This is an optimization exercise on Yosys and OpenROAD, whose aim is a short achievable clock period, not a production implementation.
No run shown here included a check of the RTL's function; only the layout flow was run.
Power figures rest on the tool's default switching activity, not on a simulated workload.

--- design.v ---
module mwf1_crc32 (
    input  wire [31:0] s,
    input  wire [7:0]  b,
    output reg  [31:0] o
);
    integer i;
    reg [31:0] t;
    always @* begin
        t = s ^ {24'd0, b};
        for (i = 0; i < 8; i = i + 1) begin
            if (t[0])
                t = (t >> 1) ^ 32'hEDB88320;
            else
                t = t >> 1;
        end
        o = t;
    end
endmodule
module mwf1_rx (
    input  wire        clk,
    input  wire        rst,
    input  wire        rx_valid,
    input  wire [7:0]  rx_data,
    output wire        rx_ready,
    output wire        tx_valid,
    output wire [7:0]  tx_data,
    input  wire        tx_ready,
    output wire        pay_we,
    output wire [14:0] pay_addr,
    output wire [7:0]  pay_wdata,
    output wire        frm_valid,
    output wire [14:0] frm_len,
    input  wire        frm_ready,
    output wire [1:0]  st_phase,
    output wire [1:0]  st_rx_state
);
    localparam [15:0] MAXLEN = 16'd26937;    
    reg        ph_rx, ph_dis, ph_ack;
    reg [1:0]  ph_enc;
    reg        s_seek, s_len, s_pay, s_crc;
    reg [1:0]  s_enc;
    reg        pw_en;           
    reg [1:0]  mpre;
    reg        wne;
    reg [1:0]  fc;
    reg [7:0]  len_lo, len_hi;
    reg        len_pre;         
    reg [14:0] frm_len_r;
    reg [14:0] lm1;             
    reg [14:0] pay_cnt;
    reg [7:0]  d_r;
    reg        p_v;
    reg [31:0] crc;
    reg [7:0]  c0;
    reg        cm;
    reg [15:0] tmr;
    reg [7:0]  q0, q1, q2;
    reg [1:0]  ac;
    wire fire = rx_valid;       
    wire [31:0] crc_fold;
    mwf1_crc32 u_crc (.s(crc), .b(d_r), .o(crc_fold));
    wire b_4d = (rx_data == 8'h4D);
    wire b_57 = (rx_data == 8'h57);
    wire b_46 = (rx_data == 8'h46);
    wire b_31 = (rx_data == 8'h31);
    wire b_00 = (rx_data == 8'h00);
    reg [7:0] exp_b;
    always @* begin
        case (fc)
            2'd1:    exp_b = ~crc[15:8];
            2'd2:    exp_b = ~crc[23:16];
            default: exp_b = ~crc[31:24];
        endcase
    end
    wire b_exp = (rx_data == exp_b);
    wire c0_ok = (c0 == ~crc[7:0]);
    wire magic_hit = (mpre == 2'd3) && b_31;
    reg  [1:0] mpre_n;
    always @* begin
        case (mpre)
            2'd0: mpre_n = b_4d ? 2'd1 : 2'd0;
            2'd1: mpre_n = b_57 ? 2'd2 : (b_4d ? 2'd1 : 2'd0);
            2'd2: mpre_n = b_46 ? 2'd3 : (b_4d ? 2'd1 : 2'd0);
            default: mpre_n = b_4d ? 2'd1 : 2'd0;   
        endcase
    end
    wire [15:0] len16   = {len_hi, len_lo};
    wire        len_rng = (len16 >= 16'd9) && (len16 <= MAXLEN);
    wire        len_ok  = len_pre && b_00;
    wire        crc_ok  = cm && b_exp;
    wire        pay_last = (pay_cnt == lm1);
    wire ge32    = |tmr[15:5];
    wire ge48    = (|tmr[15:6]) || (tmr[5] && tmr[4]);
    wire ge40000 = (tmr >= 16'd40000);
    wire t_ge    = (s_seek & ge48) | ((s_len | s_crc) & ge32) | (s_pay & ge40000);
    wire expire  = t_ge && (!s_seek || wne);
    wire [15:0] tmr_inc = (&tmr) ? tmr : tmr + 16'd1;
    wire f_last = (fc == 2'd3);
    always @(posedge clk) begin
        d_r <= rx_data;
        p_v <= !rst && ph_rx && s_pay && fire;
        if (p_v)
            crc <= crc_fold;
        if (rst) begin
            ph_rx   <= 1'b1;
            ph_dis  <= 1'b0;
            ph_ack  <= 1'b0;
            ph_enc  <= 2'd1;
            s_seek  <= 1'b1;
            s_len   <= 1'b0;
            s_pay   <= 1'b0;
            s_crc   <= 1'b0;
            s_enc   <= 2'd0;
            pw_en   <= 1'b0;
            mpre    <= 2'd0;
            wne     <= 1'b0;
            fc      <= 2'd0;
            pay_cnt <= 15'd0;
            crc     <= 32'hFFFFFFFF;
            tmr     <= 16'd0;
            ac      <= 2'd0;
        end else if (ph_rx) begin
            if (fire) begin
                tmr <= tmr_inc;
                if (s_seek) begin
                    tmr <= 16'd0;
                    if (magic_hit) begin
                        mpre   <= 2'd0;
                        wne    <= 1'b0;
                        fc     <= 2'd0;
                        s_seek <= 1'b0;
                        s_len  <= 1'b1;
                        s_enc  <= 2'd1;
                    end else begin
                        mpre <= mpre_n;
                        wne  <= 1'b1;
                    end
                end
                if (s_len) begin
                    fc <= fc + 2'd1;
                    case (fc)
                        2'd0: len_lo  <= rx_data;
                        2'd1: len_hi  <= rx_data;
                        2'd2: len_pre <= b_00 && len_rng;
                        default: ;
                    endcase
                    if (f_last) begin
                        tmr   <= 16'd0;
                        s_len <= 1'b0;
                        if (len_ok) begin
                            frm_len_r <= len16[14:0];
                            lm1       <= len16[14:0] - 15'd1;
                            pay_cnt   <= 15'd0;
                            crc       <= 32'hFFFFFFFF;
                            s_pay     <= 1'b1;
                            s_enc     <= 2'd2;
                            pw_en     <= 1'b1;
                        end else begin
                            q0     <= 8'h45;
                            q1     <= 8'h52;
                            q2     <= 8'h4C;
                            ac     <= 2'd3;
                            ph_rx  <= 1'b0;
                            ph_ack <= 1'b1;
                            ph_enc <= 2'd3;
                            s_seek <= 1'b1;
                            s_enc  <= 2'd0;
                        end
                    end
                end
                if (s_pay) begin
                    pay_cnt <= pay_cnt + 15'd1;
                    if (pay_last) begin
                        fc    <= 2'd0;
                        tmr   <= 16'd0;
                        s_pay <= 1'b0;
                        s_crc <= 1'b1;
                        s_enc <= 2'd3;
                        pw_en <= 1'b0;
                    end
                end
                if (s_crc) begin
                    fc <= fc + 2'd1;
                    case (fc)
                        2'd0: c0 <= rx_data;
                        2'd1: cm <= c0_ok && b_exp;
                        2'd2: cm <= cm && b_exp;
                        default: ;
                    endcase
                    if (f_last) begin
                        tmr    <= 16'd0;
                        s_crc  <= 1'b0;
                        s_seek <= 1'b1;
                        s_enc  <= 2'd0;
                        ph_rx  <= 1'b0;
                        if (crc_ok) begin
                            ph_dis <= 1'b1;
                            ph_enc <= 2'd2;
                        end else begin
                            q0     <= 8'h45;
                            q1     <= 8'h52;
                            q2     <= 8'h43;
                            ac     <= 2'd3;
                            ph_ack <= 1'b1;
                            ph_enc <= 2'd3;
                        end
                    end
                end
            end else if (expire) begin
                tmr    <= 16'd0;
                mpre   <= 2'd0;
                wne    <= 1'b0;
                fc     <= 2'd0;
                s_seek <= 1'b1;
                s_len  <= 1'b0;
                s_pay  <= 1'b0;
                s_crc  <= 1'b0;
                s_enc  <= 2'd0;
                pw_en  <= 1'b0;
            end else begin
                tmr <= tmr_inc;
            end
        end else if (ph_dis) begin
            if (frm_ready) begin
                q0     <= 8'h4F;
                q1     <= 8'h4B;
                ac     <= 2'd2;
                ph_dis <= 1'b0;
                ph_ack <= 1'b1;
                ph_enc <= 2'd3;
            end
        end else begin  
            if (tx_ready) begin
                q0 <= q1;
                q1 <= q2;
                ac <= ac - 2'd1;
                if (ac == 2'd1) begin
                    ph_ack <= 1'b0;
                    ph_rx  <= 1'b1;
                    ph_enc <= 2'd1;
                    pw_en  <= s_pay;
                end
            end
        end
    end
    assign rx_ready    = ph_rx;
    assign tx_valid    = ph_ack;
    assign tx_data     = q0;
    assign pay_we      = rx_valid && pw_en;
    assign pay_addr    = pay_cnt;
    assign pay_wdata   = rx_data;
    assign frm_valid   = ph_dis;
    assign frm_len     = frm_len_r;
    assign st_phase    = ph_enc;
    assign st_rx_state = s_enc;
endmodule
--- run.sh ---
#!/bin/bash
# synth_recipe.tcl (not shown) runs the flow's synth.tcl, then flattens the netlist and writes it again
# the make line also repeats each setting of config.mk as NAME=value (left out here)
make -C /OpenROAD-flow-scripts/flow DESIGN_CONFIG=/design/flow/config.mk WORK_HOME=/design/flow/orfs CLKGATE_MAP_FILE= SYNTH_SCRIPT=/design/flow/synth_recipe.tcl finish
--- constraint.sdc ---
create_clock -name core_clock -period 4.0 [get_ports {clk}]
set_input_delay 0.8000 -clock core_clock [delete_from_list [all_inputs] [get_ports {clk}]]
set_output_delay 0.8000 -clock core_clock [all_outputs]
set_load 0.01 [all_outputs]
--- config.mk ---
export PLATFORM = sky130hd
export DESIGN_NAME = mwf1_rx
export DESIGN_NICKNAME = mwf1_rx
export VERILOG_FILES = /design/flow/design.v
export SDC_FILE = /design/flow/constraint.sdc
export NUM_CORES = 4
export LEC_CHECK = 0
export CAP_MARGIN = 20
export CORE_MARGIN = 2
export CORE_UTILIZATION = 40
export PLACE_DENSITY = 0.6
export SLEW_MARGIN = 20
==> results_dict.tcl, run 1 <==
set metrics [dict create \
    outcome "complete, no violations" \
    die_w_um 153 \
    clock_latency_ns 0.43 \
    drive_gt1_share_pct 7.68 \
    syn_nets 921 \
    coreArea_um2 21800 \
    final_antenna_net_count 0 \
    fmax_mhz 324 \
    period_needed_ns 3.09 \
    final_max_slew_viol_count 0 \
    syn_inst 895 \
    tns_ns 0 \
    synthFlopType "dfxtp_1" \
    num_rows 54 \
    grt_max_degree 34 \
    utilization_pct 47.6 \
    maxCapViolCount 0 \
    p_leak_nw 3.51 \
    start_kind "input pin" \
    drc 0 \
    cts_tree "yes" \
    crit_required_ns 4.19 \
    seqCellArea_um2 4220 \
    grt_usage_pct 18.6 \
    multi_input_area_um2 4270 \
    max_slew_margin_pct 41.6 \
    path_clk_slew_ns 0.07 \
    fillers 2025 \
    cts_hold_buf 0 \
    end_kind "flip-flop" \
    yosys-top-cells-area "edfxtp_1, dfxtp_1, xnor2_1" \
    numPortBuffers 66 \
    initial_core_util_pct 40.5 \
    period_share_pct 77.2 \
    areaGrowthSynthToFinish_pct 17.4 \
    hold_viol 0 \
    cp.arrival_ns 3.28 \
    synth.distinct_cells 75 \
    numCtsBuffers 17 \
    ys_ff_latch 171 \
    gp_congestion 0.829 \
    grt_pass1_wl_um 34900 \
    route.vias.total 6668 \
    yosysTopAreaCellShare_pct 27.2 \
    yosysWarnings 2 \
    synth-edff-count 80 \
    syn-cell-area_um2 8820 \
    antennaDiodeCount 0 \
    ys_async_sr_fraction_pct 0 \
    clockBufferDepth 2 \
    dpl_cell_area_um2 9760 \
    synth_seq_area_share_pct 47.9 \
    antenna_found_initial 0 \
    rsz0062_at_grt "no" \
    finalSetupViolCount 0 \
    fin_area_um2 10400 \
    synth.largest_area_cell "edfxtp_1" \
    grt_pass1_vias 6482 \
    cts_resized 0 \
    wl_um 21100 \
    avgViaCountPerCell 5.36 \
    dieArea_um2 23300 \
    crit_fanout 14 \
    cts.sinks 171 \
    clock_skew_ns 0.0149 \
    fin_ws_ns 0.910 \
    overflow 0 \
    htree_num_levels 4 \
    syn_avg_cell_area_um2 9.86 \
    dpl_worst_slack_ns 0.423 \
    post_cts_buffers 0 \
    die_h_um 153 \
    drt_first_pass_iters 5 \
    ir_worst_vdd_uv 263 \
    pin_count 67 \
    fin_nets 977 \
    dp_hpwl_um 15000 \
    p_per_area_nw_per_um2 368 \
    worst_pin_slew_ns 0.874 \
    cts_root_buf "clkbuf_16" \
    crit_type "in2reg" \
    hp-class "reg2reg" \
    drt_iter0_markers 416 \
    wl_per_cell_um 17.0 \
]
## per-layer routing
metal | vias to the layer above | track usage [%] | share of wire [%]
met1 | 3214 | 25.5 | 47
met2 | 139 | 30.7 | 48
met5 | - | 0 | 0
met4 | 0 | 4.72 | 0.92
li1 | 3295 | - | -
met3 | 20 | 3.38 | 3.6
## path summary, 6_finish.rpt
path                            startpoint    end  slack, ns  cells after the start
worst max-delay path            rx_data[6]  q0[0]       0.91                      7
worst min-delay path                 ac[1]  ac[1]       0.47                      2
worst max register to register       fc[0]  q0[0]       0.92                      9
worst min register to register       ac[1]  ac[1]       0.47                      2
## synth_stat cells (all sizes together) (3+ instances only)
cell / number
and3: 15
a32oi: 4
nor4: 10
buf: 18
o21ai: 43
xor2: 48
nor2: 71
o31ai: 11
nand4: 25
or4: 4
dfxtp: 91
nand3: 30
o31a: 5
a211oi: 7
mux2i: 11
o21bai: 3
a31oi: 7
or2: 3
inv: 26
o22ai: 6
and2: 9
nand2b: 8
nor3: 33
xnor3: 3
o41ai: 3
nor2b: 6
or2b: 6
clkbuf: 31
o211ai: 4
or3: 6
xnor2: 82
nand2: 104
ha: 13
and4: 3
edfxtp: 80
a21oi: 33
## final cells by class
class | count | share of cell area, %
Tap cell | 280 | 3.38
Timing Repair Buffer | 86 | 7.83
Sequential cell | 171 | 40.8
Multi-Input combinational cell | 648 | 41.3
Clock buffer | 19 | 4.39
Clock inverter | 13 | 1.35
Inverter | 27 | 0.979
## placed cells by master (no fill, tap or decap), types with 6 or more instances in the layout
| master | netlist | routed |
|---|---|---|
| or3_1 | 6 | 6 |
| dfxtp_1 | 91 | 91 |
| nand2b_1 | 8 | 8 |
| mux2i_1 | 11 | 11 |
| and3_1 | 15 | 15 |
| a31oi_1 | 7 | 7 |
| nor3_1 | 33 | 33 |
| a211oi_1 | 7 | 7 |
| and2_1 | 9 | 9 |
| ha_1 | 13 | 13 |
| or2b_1 | 6 | 6 |
| o31ai_1 | 6 | 6 |
| xor2_1 | 46 | 46 |
| nor2_1 | 71 | 71 |
| clkdlybuf4s50_1 | 0 | 66 |
| clkbuf_16 | 0 | 18 |
| nand4_1 | 24 | 24 |
| buf_4 | 10 | 20 |
| o22ai_1 | 6 | 6 |
| a21oi_1 | 33 | 32 |
| nand3_1 | 30 | 30 |
| nand2_1 | 104 | 104 |
| o21ai_0 | 41 | 41 |
| nor4_1 | 9 | 9 |
| inv_1 | 26 | 26 |
| edfxtp_1 | 80 | 80 |
| xnor2_1 | 79 | 79 |
## registers in the layout, summed over array words and instances (netlist names), 2 cells and up
register,cells
crc,32
tmr,16
frm_len_r,15
lm1,15
pay_cnt,15
c0,8
d_r,8
len_hi,8
len_lo,8
q0,8
q1,8
q2,8
ac,2
fc,2
mpre,2
ph_enc,2
s_enc,2
## worst max-delay path, stage by stage
cell and delay [ns]:
clkdlybuf4s50_1 0.59, or3_1 0.44, a31o_1 0.24, a2111oi_2 0.33, buf_4 0.24, nand4_4 0.27, o31a_1 0.36
## kinds of logic (layout without fill, tap and decap cells)
kind of cell / after synthesis / count (layout) / share of synthesized area [%]
AO/OA/AOI/OAI: 152 / 152 / 11.7
XOR/XNOR: 135 / 135 / 14.6
adder cells (fa/ha/maj): 13 / 13 / 1.84
buffers and inverters: 76 / 145 / 3.80
flip-flops: 171 / 171 / 47.9
multiplexers: 11 / 11 / 1.25
AND/OR/NAND/NOR: 337 / 337 / 18.9
## stage by stage
stage | hold WS, ns | power, mW | instances
finish | 0.474 | 3.81 | 1244
global route | 0.505 | 3.94 | 1244
CTS | 0.475 | 3.85 | 1244
detailed placement | 0.454 | 2.17 | 1212
global placement | 0.452 | 2.17 | 1212
floorplan | 0.434 | 2.09 | 895
## power by group
group | internal [mW] | leakage, nW | switching, mW | total, mW
logic | 0.130 | 1.78 | 0.156 | 0.285
clock network | 0.961 | 0.276 | 0.718 | 1.68
registers | 1.84 | 1.45 | 0.0103 | 1.85
==> run 2: changes to the inputs <==
--- a/config.mk
+++ b/config.mk
@@ -10,3 +10,5 @@
 export CORE_UTILIZATION = 40
 export PLACE_DENSITY = 0.6
+export SETUP_SLACK_MARGIN = 2.4
 export SLEW_MARGIN = 20
+export TNS_END_PERCENT = 100
==> results_dict.tcl, run 2 <==
set metrics [dict create \
    htree_num_levels 4 \
    syn_inst 895 \
    dieArea_um2 23300 \
    drive_gt1_share_pct 44.9 \
    ys_ff_latch 171 \
    max_slew_margin_pct 44.6 \
    clock_latency_ns 0.43 \
    met1_usage_pct 28.3 \
    num_rows 54 \
    period_needed_ns 2.46 \
    avgViaCountPerCell 5.38 \
    route.vias.total 7503 \
    top_register "crc" \
    timing.hold.ws_ns 0.475 \
    final_common_cell "buf_4" \
    ys_async_sr_fraction_pct 0 \
    synth-edff-count 80 \
    use_met3_pct 3.70 \
    overflow 0 \
    final_max_slew_viol_count 0 \
    pin_count 67 \
    path_clk_slew_ns 0.07 \
    cts_root_buf "clkbuf_16" \
    yosysTopAreaCellShare_pct 27.2 \
    synth.largest_area_cell "edfxtp_1" \
    fillers 1783 \
    multi_input_area_um2 5490 \
    period_share_pct 61.6 \
    outcome "complete, no violations" \
    antenna_found_initial 0 \
    initial_core_util_pct 40.5 \
    grt_max_degree 31 \
    grt_pass1_wl_um 40400 \
    p_per_area_nw_per_um2 300 \
    grtUsageMet2_pct 37.5 \
    antennaDiodeCount 0 \
    synthFlopType "dfxtp_1" \
    ir_worst_vdd_uv 269 \
    syn-cell-area_um2 8820 \
    cts.sinks 171 \
    yosys-top-cells-area "edfxtp_1, dfxtp_1, xnor2_1" \
    die_h_um 153 \
    worst_pin_slew_ns 0.830 \
    areaGrowthSynthToFinish_pct 48.4 \
    rsz0062_at_grt "yes" \
    start_kind "flip-flop" \
    clockBufferDepth 2 \
    grt_busiest_layer "met2" \
    numPortBuffers 66 \
    tns_ns 0 \
    wl_per_cell_um 18.7 \
    final_antenna_net_count 0 \
    yosys.cell_count.top_type "nand2_1" \
    end_kind "flip-flop" \
    layout_common_cells "buf_4, edfxtp_1, xnor2_1, buf_6, nand2_1" \
    syn_nets 921 \
    cts_tree "yes" \
    seqCellArea_um2 4330 \
    finalSetupViolCount 0 \
    synth.distinct_cells 75 \
    drt_first_pass_iters 5 \
    synth_seq_area_share_pct 47.9 \
    grt_usage_pct 21.8 \
    clock_skew_ns 0.0113 \
    crit_type "reg2reg" \
    numCtsBuffers 17 \
    maxCapViolCount 0 \
    drt_iter0_markers 409 \
    cts_hold_buf 0 \
    largest_registers "crc x32, tmr x16" \
    coreArea_um2 21800 \
    cp.arrival_ns 2.63 \
    drc 0 \
    crit_fanout 6 \
    wl_um 26000 \
    fmax_mhz 406 \
    hold_viol 0 \
    largest_reg_flops 32 \
    grt_pass1_vias 7368 \
    crit_required_ns 4.17 \
    die_w_um 153 \
    syn_avg_cell_area_um2 9.86 \
    dp_hpwl_um 15100 \
    hp-class "reg2reg" \
    gp_congestion 0.783 \
    fin_nets 1127 \
    p_leak_nw 4.85 \
    yosysWarnings 2 \
    ys_top_cells_by_count "nand2_1, dfxtp_1, edfxtp_1" \
]
run 2: cell counts after synthesis:
Identical to the previous run, type by type.
run 2: layout make-up:
cell class              instances  area share [%]
flip-flops and latches        171            33.1
multi-input cells             655            41.9
inverters                      27           0.898
clock inverters                15            1.25
clock buffers                  17            3.25
repair buffers                229            16.9
well taps                     280            2.68
run 2: path summary, 6_finish.rpt:
check | startpoint | endpoint | slack (ns) | cells after the start
worst max-delay path | fc[0] | q2[6] | 1.54 | 11
worst min-delay path | ph_enc[1] | ph_enc[1] | 0.48 | 1
worst max register to register | fc[0] | q2[6] | 1.54 | 11
worst min register to register | ph_enc[1] | ph_enc[1] | 0.48 | 1
run 2: critical path: stages, from the launching register on:
cell       delay, ns
dfxtp_4         0.37
buf_6           0.12
ha_4            0.18
buf_4           0.15
inv_2           0.08
o22ai_1         0.10
xor2_1          0.18
a2111oi_4       0.37
buf_6           0.18
buf_6           0.11
and4_4          0.29
o21ai_1         0.07
run 2: layer usage:
layer	vias to the layer above	routed length, um
met4	0	501
li1	3608	-
met2	177	13300
met5	-	0
met1	3681	11200
met3	37	1050
run 2: where the power goes:
part / internal [mW] / leakage [nW] / switching [mW]
combinational: 0.206 / 3.09 / 0.204
clock: 0.934 / 0.288 / 0.742
sequential: 1.82 / 1.47 / 0.0138
run 2: what timing repair did:
| action | 4_1_cts | 5_1_grt |
|---|---|---|
| setup endpoints to repair | 250 | 241 |
| resized for setup | 534 | 81 |
| pin swaps | 84 | 45 |
| gates cloned | 10 | 2 |
| setup buffers | 103 | 37 |
run 2: logic make-up after synthesis:
family                   synth area share, %
buffers and inverters                   3.80
multiplexers                            1.25
flip-flops                              47.9
adder cells (fa/ha/maj)                 1.84
XOR/XNOR                                14.6
AND/OR/NAND/NOR                         18.9
AO/OA/AOI/OAI                           11.7
run 2: stage by stage:
stage | instances | total power, mW | utilization [%] | area, um^2 | setup slack (ns)
after detailed placement | 1210 | 2.18 | 46.3 | 10100 | 0.534
after global placement | 1210 | 2.18 | 46.3 | 10100 | 0.577
after floorplan | 895 | 2.11 | - | 9340 | 1.50
after global routing | 1394 | 4.04 | 60.2 | 13100 | 1.42
after CTS | 1355 | 3.91 | 57.1 | 12400 | 1.52
final | 1394 | 3.92 | 60.2 | 13100 | 1.54

[re-timing with driven ports]
Ports are ideal in the flow. The routed layouts listed here were re-timed in OpenROAD.
Step 1: set_driving_cell puts a clkbuf_16 on clk and a buf_2 on each other input, an assumption about the parent block.
Step 2 times the ports against the registers' clock, not the clock port: input delays grow and output delays shrink by t, the midpoint of the rising clock arrivals with the driver on.
Three values: no drivers, after step 1, after step 2; two values: the first two.
run | t, ns | setup WS [ns] | clock arrival spread, ns
run 1 | 0.466 | 0.910 / 0.918 / 0.470 | 0.015 / 0.015
run 2 | 0.470 | 1.535 / 1.535 / 1.197 | 0.012 / 0.011
After both steps setup and hold are still met in every run listed. For run 1, which loses most, drivers alone change the setup slack by +0.008 ns; drivers and shift together by -0.440 ns.
